Context: an optimization exercise on an open-source flow, tuned for small area, a short achievable clock period and few clock cycles per item. The choices shown serve that exercise and are no tape-out recipe.
At most, simulation tests tie the RTL to the original design; equivalence was not proved.
Power is estimated from default activity; no workload was simulated.

## tundra
==> flow/design.v <==
module bdgr_enc (
    input  wire        clk,
    input  wire        rst,
    input  wire        start,
    input  wire [15:0] width,
    input  wire [15:0] height,
    input  wire        pred_med,
    output wire        busy,
    input  wire        in_valid,
    input  wire [7:0]  in_pix,
    input  wire [7:0]  in_up,
    output wire        in_ready,
    output wire        out_valid,
    output wire [63:0] out_word,
    output wire        out_last,
    input  wire        out_ready
);
    localparam integer ACW    = 88;            
    localparam [6:0]   HOLD_T = ACW - 20;      
    reg        busy_r, in_ready_r, out_valid_r, out_last_r;
    reg        med_r;
    reg [15:0] w_r;
    reg [15:0] xc;            
    reg [15:0] yc;            
    reg        first_col, first_row;
    reg        pix_done;      
    reg        v0;            
    reg [7:0]  pix0, up0;     
    reg [7:0]  d0;            
    reg [2:0]  k_r;           
    reg        vR;            
    reg [3:0]  qoffR;         
    reg [3:0]  keffR;         
    reg [7:0]  dataR;         
    reg [6:0]  spos;          
    reg [ACW-1:0] acc;
    assign busy      = busy_r;
    assign in_ready  = in_ready_r;
    assign out_valid = out_valid_r;
    assign out_last  = out_last_r;
    assign out_word  = acc[63:0];
    wire accept = in_valid & in_ready_r;
    wire fire   = out_valid_r & out_ready;
    wire [7:0] na_in = first_col ? 8'd0 : pix0;
    wire [7:0] nb_in = first_row ? 8'd0 : in_up;
    wire [7:0] nc_in = (first_col | first_row) ? 8'd0 : up0;
    wire [7:0] pmin_in = (first_col & (med_r | first_row)) ? 8'd0 : pix0;   
    wire c_ge_in  = (nc_in >= na_in);
    wire use_c_in = c_ge_in ^ (nb_in <= nc_in);    
    wire use_b_in = c_ge_in ~^ (nb_in <= na_in);   
    wire [7:0] dA_in = in_pix - pmin_in;            
    wire [7:0] dB_in = in_pix - nb_in;              
    wire [7:0] e_in  = nc_in - na_in;               
    wire [7:0] dC_in = dB_in + e_in;                
    wire [7:0] d_in  = (med_r & use_c_in) ? dC_in : (med_r & use_b_in) ? dB_in : dA_in;
    wire [7:0] r    = {d0[6:0], 1'b0} ^ {8{d0[7]}};
    wire [7:0] q    = r >> k_r;
    wire       esc  = (q >= 8'd11);
    wire [7:0] mask = ~(8'hff << k_r);
    wire [3:0] qoff = esc ? 4'd11 : q[3:0];
    wire [3:0] keff = esc ? 4'd8 : {1'b0, k_r};
    wire [7:0] data = esc ? r : (r & mask);
    reg [2:0] k_next;
    always @(*) begin
        if      (r <= 8'd1)   k_next = 3'd0;
        else if (r <= 8'd4)   k_next = 3'd1;
        else if (r <= 8'd8)   k_next = 3'd2;
        else if (r <= 8'd16)  k_next = 3'd3;
        else if (r <= 8'd32)  k_next = 3'd4;
        else if (r <= 8'd64)  k_next = 3'd5;
        else if (r <= 8'd128) k_next = 3'd6;
        else                  k_next = 3'd7;
    end
    wire hold = vR & (spos > HOLD_T);
    wire advR = vR & ~hold;
    wire [6:0] spos_add = advR ? spos + {3'd0, qoffR} + {3'd0, keffR} + 7'd1 : spos;
    wire [6:0] spos_next = {spos_add[6] & ~fire, spos_add[5:0]};
    wire [6:0] pos       = spos + {3'd0, qoffR};
    localparam integer NBY = ACW / 8;
    wire [15:0]    fld = {7'd0, dataR, 1'b1} << pos[2:0];
    wire [NBY-1:0] bsel = advR ? ({{(NBY-1){1'b0}}, 1'b1} << pos[6:3]) : {NBY{1'b0}};
    wire [ACW-1:0] ins;
    genvar gb;
    generate
        for (gb = 0; gb < NBY; gb = gb + 1) begin : g_ins
            if (gb == 0) begin : g_lo
                assign ins[7:0] = fld[7:0] & {8{bsel[0]}};
            end else begin : g_hi
                assign ins[8*gb +: 8] = (fld[7:0] & {8{bsel[gb]}}) | (fld[15:8] & {8{bsel[gb-1]}});
            end
        end
    endgenerate
    wire [ACW-1:0] acc_or = acc | ins;
    wire [ACW-1:0] acc_next = fire ? {64'd0, acc_or[ACW-1:64]} : acc_or;
    wire last_col = (xc == 16'd1);
    wire last_row = (yc == 16'd1);
    wire busy_next     = busy_r & ~(fire & out_last_r);
    wire pix_done_next = pix_done | (accept & last_col & last_row);
    wire alldone_next  = pix_done & ~v0 & ~hold;    
    wire [6:0] epos_next = spos_next;
    reg init;
    always @(posedge clk) begin
        if (rst) begin
            busy_r      <= 1'b0;
            init        <= 1'b0;
            in_ready_r  <= 1'b0;
            out_valid_r <= 1'b0;
            out_last_r  <= 1'b0;
        end else if (!busy_r) begin
            busy_r      <= start;
            init        <= start;
            in_ready_r  <= 1'b0;
            out_valid_r <= 1'b0;
        end else if (init) begin
            init        <= 1'b0;
            in_ready_r  <= 1'b1;
        end else begin
            busy_r      <= busy_next;
            in_ready_r  <= busy_next & ~pix_done_next & (spos_next <= HOLD_T);
            out_valid_r <= busy_next & (epos_next[6] | (alldone_next & (epos_next != 7'd0)));
            out_last_r  <= alldone_next & (epos_next <= 7'd64);
        end
    end
    always @(posedge clk) begin
        if (!busy_r) begin
            med_r <= pred_med;
            w_r   <= width;
            yc    <= height;
        end else if (accept & last_col) begin
            yc    <= yc - 16'd1;
        end
        if (init) begin
            xc        <= w_r;
            first_col <= 1'b1;
            first_row <= 1'b1;
            pix_done  <= 1'b0;
        end else if (accept) begin
            first_col <= last_col;
            pix_done  <= last_col & last_row;
            if (last_col) begin
                xc <= w_r;
                first_row <= 1'b0;
            end else begin
                xc <= xc - 16'd1;
            end
        end
    end
    always @(posedge clk) begin
        v0 <= ~rst & (hold ? v0 : accept);
        if (accept) begin
            pix0   <= in_pix;
            up0    <= in_up;
            d0     <= d_in;
        end
    end
    always @(posedge clk) begin
        if (init)
            k_r <= 3'd7;
        else if (v0 & ~hold)
            k_r <= k_next;
        vR <= ~rst & (hold ? vR : v0);
        if (!hold) begin
            keffR <= keff;
            qoffR <= qoff;
            dataR <= data;
        end
        spos  <= init ? 7'd32 : spos_next;
        acc   <= init ? {{(ACW-32){1'b0}}, yc, w_r} : acc_next;
    end
endmodule
==> flow/config.mk <==
export PLATFORM = sky130hd
export DESIGN_NAME = bdgr_enc
export DESIGN_NICKNAME = bdgr_enc
export VERILOG_FILES = /design/flow/design.v
export SDC_FILE = /design/flow/constraint.sdc
export NUM_CORES = 4
export LEC_CHECK = 0
export CAP_MARGIN = 20
export CORE_MARGIN = 2
export CORE_UTILIZATION = 40
export SLEW_MARGIN = 20
==> flow/constraint.sdc <==
create_clock -name core_clock -period 11.0 [get_ports {clk}]
set_input_delay 2.2000 -clock core_clock [delete_from_list [all_inputs] [get_ports {clk}]]
set_output_delay 2.2000 -clock core_clock [all_outputs]
set_load 0.01 [all_outputs]
standard.sh (not shown) runs the stock make flow with config.mk's settings and CLKGATE_MAP_FILE= SYNTH_SCRIPT=/design/flow/synth_recipe.tcl, a recipe that flattens the netlist after the stock synthesis.
==> flow/flow/run.sh <==
#!/bin/bash
set -euo pipefail
export BUFFER_PORTS_ARGS="-buffer_cell sky130_fd_sc_hd__buf_1"
export SETUP_SLACK_MARGIN=7.4
bash standard.sh > standard_make.log 2>&1
Edits applied to the flow inputs when going from tundra to zinc:
diff --git a/flow/design.v b/flow/design.v
--- a/flow/design.v
+++ b/flow/design.v
@@ -48,13 +48,16 @@
     wire c_ge_in  = (nc_in >= na_in);
     wire use_c_in = c_ge_in ^ (nb_in <= nc_in);    
     wire use_b_in = c_ge_in ~^ (nb_in <= na_in);   
     wire [7:0] dA_in = in_pix - pmin_in;            
     wire [7:0] dB_in = in_pix - nb_in;              
     wire [7:0] e_in  = nc_in - na_in;               
-    wire [7:0] dC_in = dB_in + e_in;                
+    wire [7:0] nbn   = ~nb_in;
+    wire [7:0] cs_s  = in_pix ^ nbn ^ e_in;
+    wire [7:0] cs_c  = (in_pix & nbn) | (in_pix & e_in) | (nbn & e_in);
+    wire [7:0] dC_in = cs_s + {cs_c[6:0], 1'b1};     
     wire [7:0] d_in  = (med_r & use_c_in) ? dC_in : (med_r & use_b_in) ? dB_in : dA_in;
     wire [7:0] r    = {d0[6:0], 1'b0} ^ {8{d0[7]}};
     wire [7:0] q    = r >> k_r;
     wire       esc  = (q >= 8'd11);
     wire [7:0] mask = ~(8'hff << k_r);
     wire [3:0] qoff = esc ? 4'd11 : q[3:0];
## What came out
- On total routed wire length on the met1 layer: zinc sits below tundra.
- Post-route standard cell area excluding fillers in zinc is 350 µm² lower than in tundra
- Compared with tundra, zinc shows a adder-cell area share of the yosys netlist that is 0.87 points lower.
- zinc: all stages complete, timing, DRC and antenna checks passed
- Per the final summary, tundra finished and its layout is clean on timing, DRC and antenna.
- zinc packs its core more loosely than tundra.
- The final reports for zinc and tundra show combinational group power higher in the former.
- zinc vs tundra: global-route total usage across every layer down
No functional check of the RTL was part of any run of this note.

* * *

rev 12:
Another version of the RTL of bdgr_enc (not shown whole).
Size in the first run: roughly 1400 cells after synthesis, ~230 flip-flops, roughly 0.013 sq mm of cells after synthesis.
Design bdgr_enc, start of the top module:
module bdgr_enc (
    input  wire        clk,
    input  wire        rst,
    input  wire        start,
    input  wire [15:0] width,
    input  wire [15:0] height,
    input  wire        pred_med,
    output wire        busy,
    input  wire        in_valid,
    input  wire [7:0]  in_pix,
    input  wire [7:0]  in_up,
    output wire        in_ready,
    output wire        out_valid,
    output wire [63:0] out_word,
    output wire        out_last,
    input  wire        out_ready
);
==> module bdgr_enc, before the edit <==
module bdgr_enc (
    input  wire        clk,
    input  wire        rst,
    input  wire        start,
    input  wire [15:0] width,
    input  wire [15:0] height,
    input  wire        pred_med,
    output wire        busy,
    input  wire        in_valid,
    input  wire [7:0]  in_pix,
    input  wire [7:0]  in_up,
    output wire        in_ready,
    output wire        out_valid,
    output wire [63:0] out_word,
    output wire        out_last,
    input  wire        out_ready
);
    localparam integer ACW    = 104;           
    localparam [6:0]   HOLD_T = ACW - 20;      
    reg        busy_r, in_ready_r, out_valid_r, out_last_r;
    reg        med_r;
    reg [15:0] w_r;
    reg [15:0] xc;            
    reg [15:0] yc;            
    reg        first_col, first_row;
    reg        pix_done;      
    reg        v0;            
    reg [7:0]  pix0, up0;
    reg        fc0, fr0;      
    reg [7:0]  pa;            
    reg [7:0]  pc;            
    reg        v1;            
    reg [7:0]  d1;
    reg [2:0]  k_r;           
    reg [6:0]  spos;          
    reg        v2;            
    reg [6:0]  pos2;          
    reg [7:0]  data2;         
    reg [ACW-1:0] acc;
    assign busy      = busy_r;
    assign in_ready  = in_ready_r;
    assign out_valid = out_valid_r;
    assign out_last  = out_last_r;
    assign out_word  = acc[63:0];
    wire accept = in_valid & in_ready_r;
    wire fire   = out_valid_r & out_ready;
    wire [7:0] na = fc0 ? 8'd0 : pa;
    wire [7:0] nb = fr0 ? 8'd0 : up0;
    wire [7:0] nc = (fc0 | fr0) ? 8'd0 : pc;
    wire [7:0] pmin = (fc0 & (med_r | fr0)) ? 8'd0 : pa;   
    wire c_ge   = (nc >= na);
    wire b_le_c = (nb <= nc);
    wire b_le_a = (nb <= na);
    wire use_ab = c_ge ~^ b_le_c;        
    wire use_b  = c_ge ~^ b_le_a;        
    wire [7:0] pc3 = na + nb - nc;
    reg [7:0] pred;
    always @(*) begin
        if (!med_r)
            pred = pmin;
        else if (!use_ab)
            pred = pc3;
        else
            pred = use_b ? nb : na;
    end
    wire [7:0] dnew = pix0 - pred;
    wire [7:0] r    = {d1[6:0], 1'b0} ^ {8{d1[7]}};
    wire [7:0] q    = r >> k_r;
    wire       esc  = (q >= 8'd11);
    wire [7:0] mask = ~(8'hff << k_r);
    wire [3:0] qoff = esc ? 4'd11 : q[3:0];
    wire [4:0] len  = esc ? 5'd20 : ({1'b0, q[3:0]} + 5'd1 + {2'd0, k_r});
    wire [7:0] data = esc ? r : (r & mask);
    reg [2:0] k_next;
    always @(*) begin
        if      (r <= 8'd1)   k_next = 3'd0;
        else if (r <= 8'd4)   k_next = 3'd1;
        else if (r <= 8'd8)   k_next = 3'd2;
        else if (r <= 8'd16)  k_next = 3'd3;
        else if (r <= 8'd32)  k_next = 3'd4;
        else if (r <= 8'd64)  k_next = 3'd5;
        else if (r <= 8'd128) k_next = 3'd6;
        else                  k_next = 3'd7;
    end
    wire hold = v1 & (spos > HOLD_T);
    wire adv1 = v1 & ~hold;
    wire [6:0] spos_add = spos + (adv1 ? {2'd0, len} : 7'd0);
    wire [6:0] spos_next = {spos_add[6] & ~fire, spos_add[5:0]};
    wire [6:0] pos_add   = spos + {3'd0, qoff};
    wire [6:0] pos_next  = {pos_add[6] & ~fire, pos_add[5:0]};
    wire [ACW-1:0] ins = {{(ACW-9){1'b0}}, data2 & {8{v2}}, v2} << pos2;
    wire [ACW-1:0] acc_or = acc | ins;
    wire [ACW-1:0] acc_next = fire ? {64'd0, acc_or[ACW-1:64]} : acc_or;
    wire last_col = (xc == 16'd1);
    wire last_row = (yc == 16'd1);
    wire busy_next     = busy_r & ~(fire & out_last_r);
    wire pix_done_next = pix_done | (accept & last_col & last_row);
    wire alldone_next  = pix_done & ~v0 & ~v1;
    wire [6:0] epos_next = {spos[6] & ~fire, spos[5:0]};
    wire load = ~busy_r & start;
    always @(posedge clk) begin
        if (rst) begin
            busy_r      <= 1'b0;
            in_ready_r  <= 1'b0;
            out_valid_r <= 1'b0;
            out_last_r  <= 1'b0;
        end else if (!busy_r) begin
            busy_r      <= start;
            in_ready_r  <= start;
            out_valid_r <= 1'b0;
        end else begin
            busy_r      <= busy_next;
            in_ready_r  <= busy_next & ~pix_done_next & (spos_next <= HOLD_T);
            out_valid_r <= busy_next & (epos_next[6] | (alldone_next & (epos_next != 7'd0)));
            out_last_r  <= alldone_next & (epos_next <= 7'd64);
        end
    end
    always @(posedge clk) begin
        if (load) begin
            med_r     <= pred_med;
            w_r       <= width;
            xc        <= width;
            yc        <= height;
            first_col <= 1'b1;
            first_row <= 1'b1;
            pix_done  <= 1'b0;
        end else if (accept) begin
            first_col <= last_col;
            pix_done  <= last_col & last_row;
            if (last_col) begin
                xc <= w_r;
                yc <= yc - 16'd1;
                first_row <= 1'b0;
            end else begin
                xc <= xc - 16'd1;
            end
        end
    end
    always @(posedge clk) begin
        v0 <= ~rst & (hold ? v0 : accept);
        if (!hold) begin
            pix0 <= in_pix;
            up0  <= in_up;
            fc0  <= first_col;
            fr0  <= first_row;
            if (v0) begin
                pa <= pix0;
                pc <= up0;
            end
        end
    end
    always @(posedge clk) begin
        v1 <= ~rst & (hold ? v1 : v0);
        if (!hold)
            d1 <= dnew;
        if (load)
            k_r <= 3'd7;
        else if (adv1)
            k_r <= k_next;
        v2    <= ~rst & adv1;
        pos2  <= pos_next;
        data2 <= data;
        spos  <= load ? 7'd32 : spos_next;
        acc   <= load ? {{(ACW-32){1'b0}}, height, width} : acc_next;
    end
endmodule
Settings: LEC_CHECK=0, CAP_MARGIN=20, CORE_MARGIN=2, CORE_UTILIZATION=40, SLEW_MARGIN=20; clock period 11.0 ns.
run.sh (not shown) runs the stock make flow with config.mk's settings and CLKGATE_MAP_FILE= SYNTH_SCRIPT=/design/flow/synth_recipe.tcl, a recipe that flattens the netlist after the stock synthesis.
Stock flow here: none of the scripts above is used.
Testbench counts of rev 12, summed over its fixed seeds: cycles 34,425, items 34,030.
#### Input delta (rev 13 over rev 12)
==> flow/design.v <==
module bdgr_enc (
    input  wire        clk,
    input  wire        rst,
    input  wire        start,
    input  wire [15:0] width,
    input  wire [15:0] height,
    input  wire        pred_med,
    output wire        busy,
    input  wire        in_valid,
    input  wire [7:0]  in_pix,
    input  wire [7:0]  in_up,
    output wire        in_ready,
    output wire        out_valid,
    output wire [63:0] out_word,
    output wire        out_last,
    input  wire        out_ready
);
    localparam integer ACW    = 104;           
    localparam [6:0]   HOLD_T = ACW - 20;      
    reg        busy_r, in_ready_r, out_valid_r, out_last_r;
    reg        med_r;
    reg [15:0] w_r;
    reg [15:0] xc;            
    reg [15:0] yc;            
    reg        first_col, first_row;
    reg        pix_done;      
    reg [7:0]  pa;            
    reg [7:0]  pc;            
    reg        v1;            
    reg [7:0]  d1;
    reg [2:0]  k_r;           
    reg [6:0]  spos;          
    reg        v2;            
    reg [6:0]  pos2;          
    reg [7:0]  data2;         
    reg [ACW-1:0] acc;
    assign busy      = busy_r;
    assign in_ready  = in_ready_r;
    assign out_valid = out_valid_r;
    assign out_last  = out_last_r;
    assign out_word  = acc[63:0];
    wire accept = in_valid & in_ready_r;
    wire fire   = out_valid_r & out_ready;
    wire [7:0] na = first_col ? 8'd0 : pa;
    wire [7:0] nb = first_row ? 8'd0 : in_up;
    wire [7:0] nc = (first_col | first_row) ? 8'd0 : pc;
    wire [7:0] pmin = (first_col & (med_r | first_row)) ? 8'd0 : pa;   
    wire [7:0] delta = na - nc;
    wire [7:0] dA = in_pix - (med_r ? na : pmin);
    wire [7:0] dB = in_pix - nb;
    wire [7:0] dC = in_pix - nb - delta;                   
    wire c_ge = (nc >= na);
    wire b_le_c = (nb <= nc);
    wire b_le_a = (nb <= na);
    wire b_ge_c = (nb >= nc);
    wire b_ge_a = (nb >= na);
    reg [7:0] dnew;
    always @(*) begin
        if (!med_r)
            dnew = dA;
        else if (c_ge)
            dnew = b_le_c ? (b_le_a ? dB : dA) : dC;
        else
            dnew = b_ge_c ? (b_ge_a ? dB : dA) : dC;
    end
    wire [7:0] r    = {d1[6:0], 1'b0} ^ {8{d1[7]}};
    wire [7:0] q    = r >> k_r;
    wire       esc  = (q >= 8'd11);
    wire [7:0] mask = ~(8'hff << k_r);
    wire [3:0] qoff = esc ? 4'd11 : q[3:0];
    wire [4:0] len  = esc ? 5'd20 : ({1'b0, q[3:0]} + 5'd1 + {2'd0, k_r});
    wire [7:0] data = esc ? r : (r & mask);
    reg [2:0] k_next;
    always @(*) begin
        if      (r <= 8'd1)   k_next = 3'd0;
        else if (r <= 8'd4)   k_next = 3'd1;
        else if (r <= 8'd8)   k_next = 3'd2;
        else if (r <= 8'd16)  k_next = 3'd3;
        else if (r <= 8'd32)  k_next = 3'd4;
        else if (r <= 8'd64)  k_next = 3'd5;
        else if (r <= 8'd128) k_next = 3'd6;
        else                  k_next = 3'd7;
    end
    wire hold = v1 & (spos > HOLD_T);
    wire adv1 = v1 & ~hold;
    wire [6:0] spos_add = spos + (adv1 ? {2'd0, len} : 7'd0);
    wire [6:0] spos_next = {spos_add[6] & ~fire, spos_add[5:0]};
    wire [6:0] pos_add   = spos + {3'd0, qoff};
    wire [6:0] pos_next  = {pos_add[6] & ~fire, pos_add[5:0]};
    wire [ACW-1:0] ins = {{(ACW-9){1'b0}}, data2 & {8{v2}}, v2} << pos2;
    wire [ACW-1:0] acc_or = acc | ins;
    wire [ACW-1:0] acc_next = fire ? {64'd0, acc_or[ACW-1:64]} : acc_or;
    wire last_col = (xc == 16'd1);
    wire last_row = (yc == 16'd1);
    wire busy_next     = busy_r & ~(fire & out_last_r);
    wire pix_done_next = pix_done | (accept & last_col & last_row);
    wire alldone_next  = pix_done & ~v1;
    wire [6:0] epos_next = {spos[6] & ~fire, spos[5:0]};
    wire load = ~busy_r & start;
    always @(posedge clk) begin
        if (rst) begin
            busy_r      <= 1'b0;
            in_ready_r  <= 1'b0;
            out_valid_r <= 1'b0;
            out_last_r  <= 1'b0;
        end else if (!busy_r) begin
            busy_r      <= start;
            in_ready_r  <= start;
            out_valid_r <= 1'b0;
        end else begin
            busy_r      <= busy_next;
            in_ready_r  <= busy_next & ~pix_done_next & (spos_next <= HOLD_T);
            out_valid_r <= busy_next & (epos_next[6] | (alldone_next & (epos_next != 7'd0)));
            out_last_r  <= alldone_next & (epos_next <= 7'd64);
        end
    end
    always @(posedge clk) begin
        if (load) begin
            med_r     <= pred_med;
            w_r       <= width;
            xc        <= width;
            yc        <= height;
            first_col <= 1'b1;
            first_row <= 1'b1;
            pix_done  <= 1'b0;
        end else if (accept) begin
            first_col <= last_col;
            pix_done  <= last_col & last_row;
            if (last_col) begin
                xc <= w_r;
                yc <= yc - 16'd1;
                first_row <= 1'b0;
            end else begin
                xc <= xc - 16'd1;
            end
        end
    end
    always @(posedge clk) begin
        if (accept) begin
            pa <= in_pix;
            pc <= in_up;
        end
    end
    always @(posedge clk) begin
        v1 <= ~rst & (hold ? v1 : accept);
        if (!hold)
            d1 <= dnew;
        if (load)
            k_r <= 3'd7;
        else if (adv1)
            k_r <= k_next;
        v2    <= ~rst & adv1;
        pos2  <= pos_next;
        data2 <= data;
        spos  <= load ? 7'd32 : spos_next;
        acc   <= load ? {{(ACW-32){1'b0}}, height, width} : acc_next;
    end
endmodule
Notes after the runs:
Synthesized instance count for rev 13: 5.3% up relative to rev 12. Number of enable-type register cells in the synthesized netlist delta for rev 13 relative to rev 12: about 20% lower. Rev 12 → rev 13: clock tree buffer count of the final layout fell by 2; share of the synthesized netlist area taken by xor and xnor gates fell by 0.20 points; maximum number of pins on one net before global-route repair fell by about 12%; portion of total power attributed to sequential cells fell by 1.7 points. Fmax on rev 13 is behind rev 12. met1 demand-to-capacity share in global routing, rev 12 and rev 13, lower one = rev 12. Comparing rev 12 and rev 13, the higher net count after synthesis is on rev 13. Looking at commonest non-fill, non-tap cell in the layout, the sky130_fd_sc_hd__dfxtp_1 result is from rev 12; the sky130_fd_sc_hd__nand2_1 one comes from rev 13. Fraction of cell area in non-clock buffers essentially unchanged between rev 12 and rev 13. On worst slack on hold paths, rev 12 and rev 13 are basically level. Between rev 12 and rev 13, share of total power consumed by net switching increased. Row clock network fraction of total power: rev 13 lower / rev 12 higher. Remaining design rule violation count came out exactly the same in rev 12 and rev 13.
Testbench counts of rev 13, summed over its fixed seeds: cycles 34,377, items 34,030.

-- afterwards: timing with drivers on the ports --
The results above use ideal ports. As a check the final layouts listed here were re-extracted and re-timed, cells and wires unchanged. Step 1 assumes that a clkbuf_16 drives the clock port and a buf_2 every other input. Step 2, shift: input delay + t, output delay - t, t = (earliest + latest rising clock arrival at the registers) / 2. This alone moves slack from input paths to output paths. a / b / c = ideal ports / drivers / drivers and shift; a / b = the first two.
| run | shift t [ns] | setup WS [ns] | pins driven straight from the clock port |
|---|---|---|---|
| tundra | 0.496 | 6.053 / 6.058 / 5.562 | 1 |
| zinc | 0.489 | 5.683 / 5.700 / 5.211 | 1 |
| rev 12 | 0.583 | 5.887 / 5.887 / 5.887 | 1 |
| rev 13 | 0.589 | 5.359 / 5.389 / 4.799 | 1 |
After both steps setup and hold are still met in every run listed. The setup slack of rev 13, which loses most, moves by +0.030 ns with the drivers and by -0.560 ns with both steps.
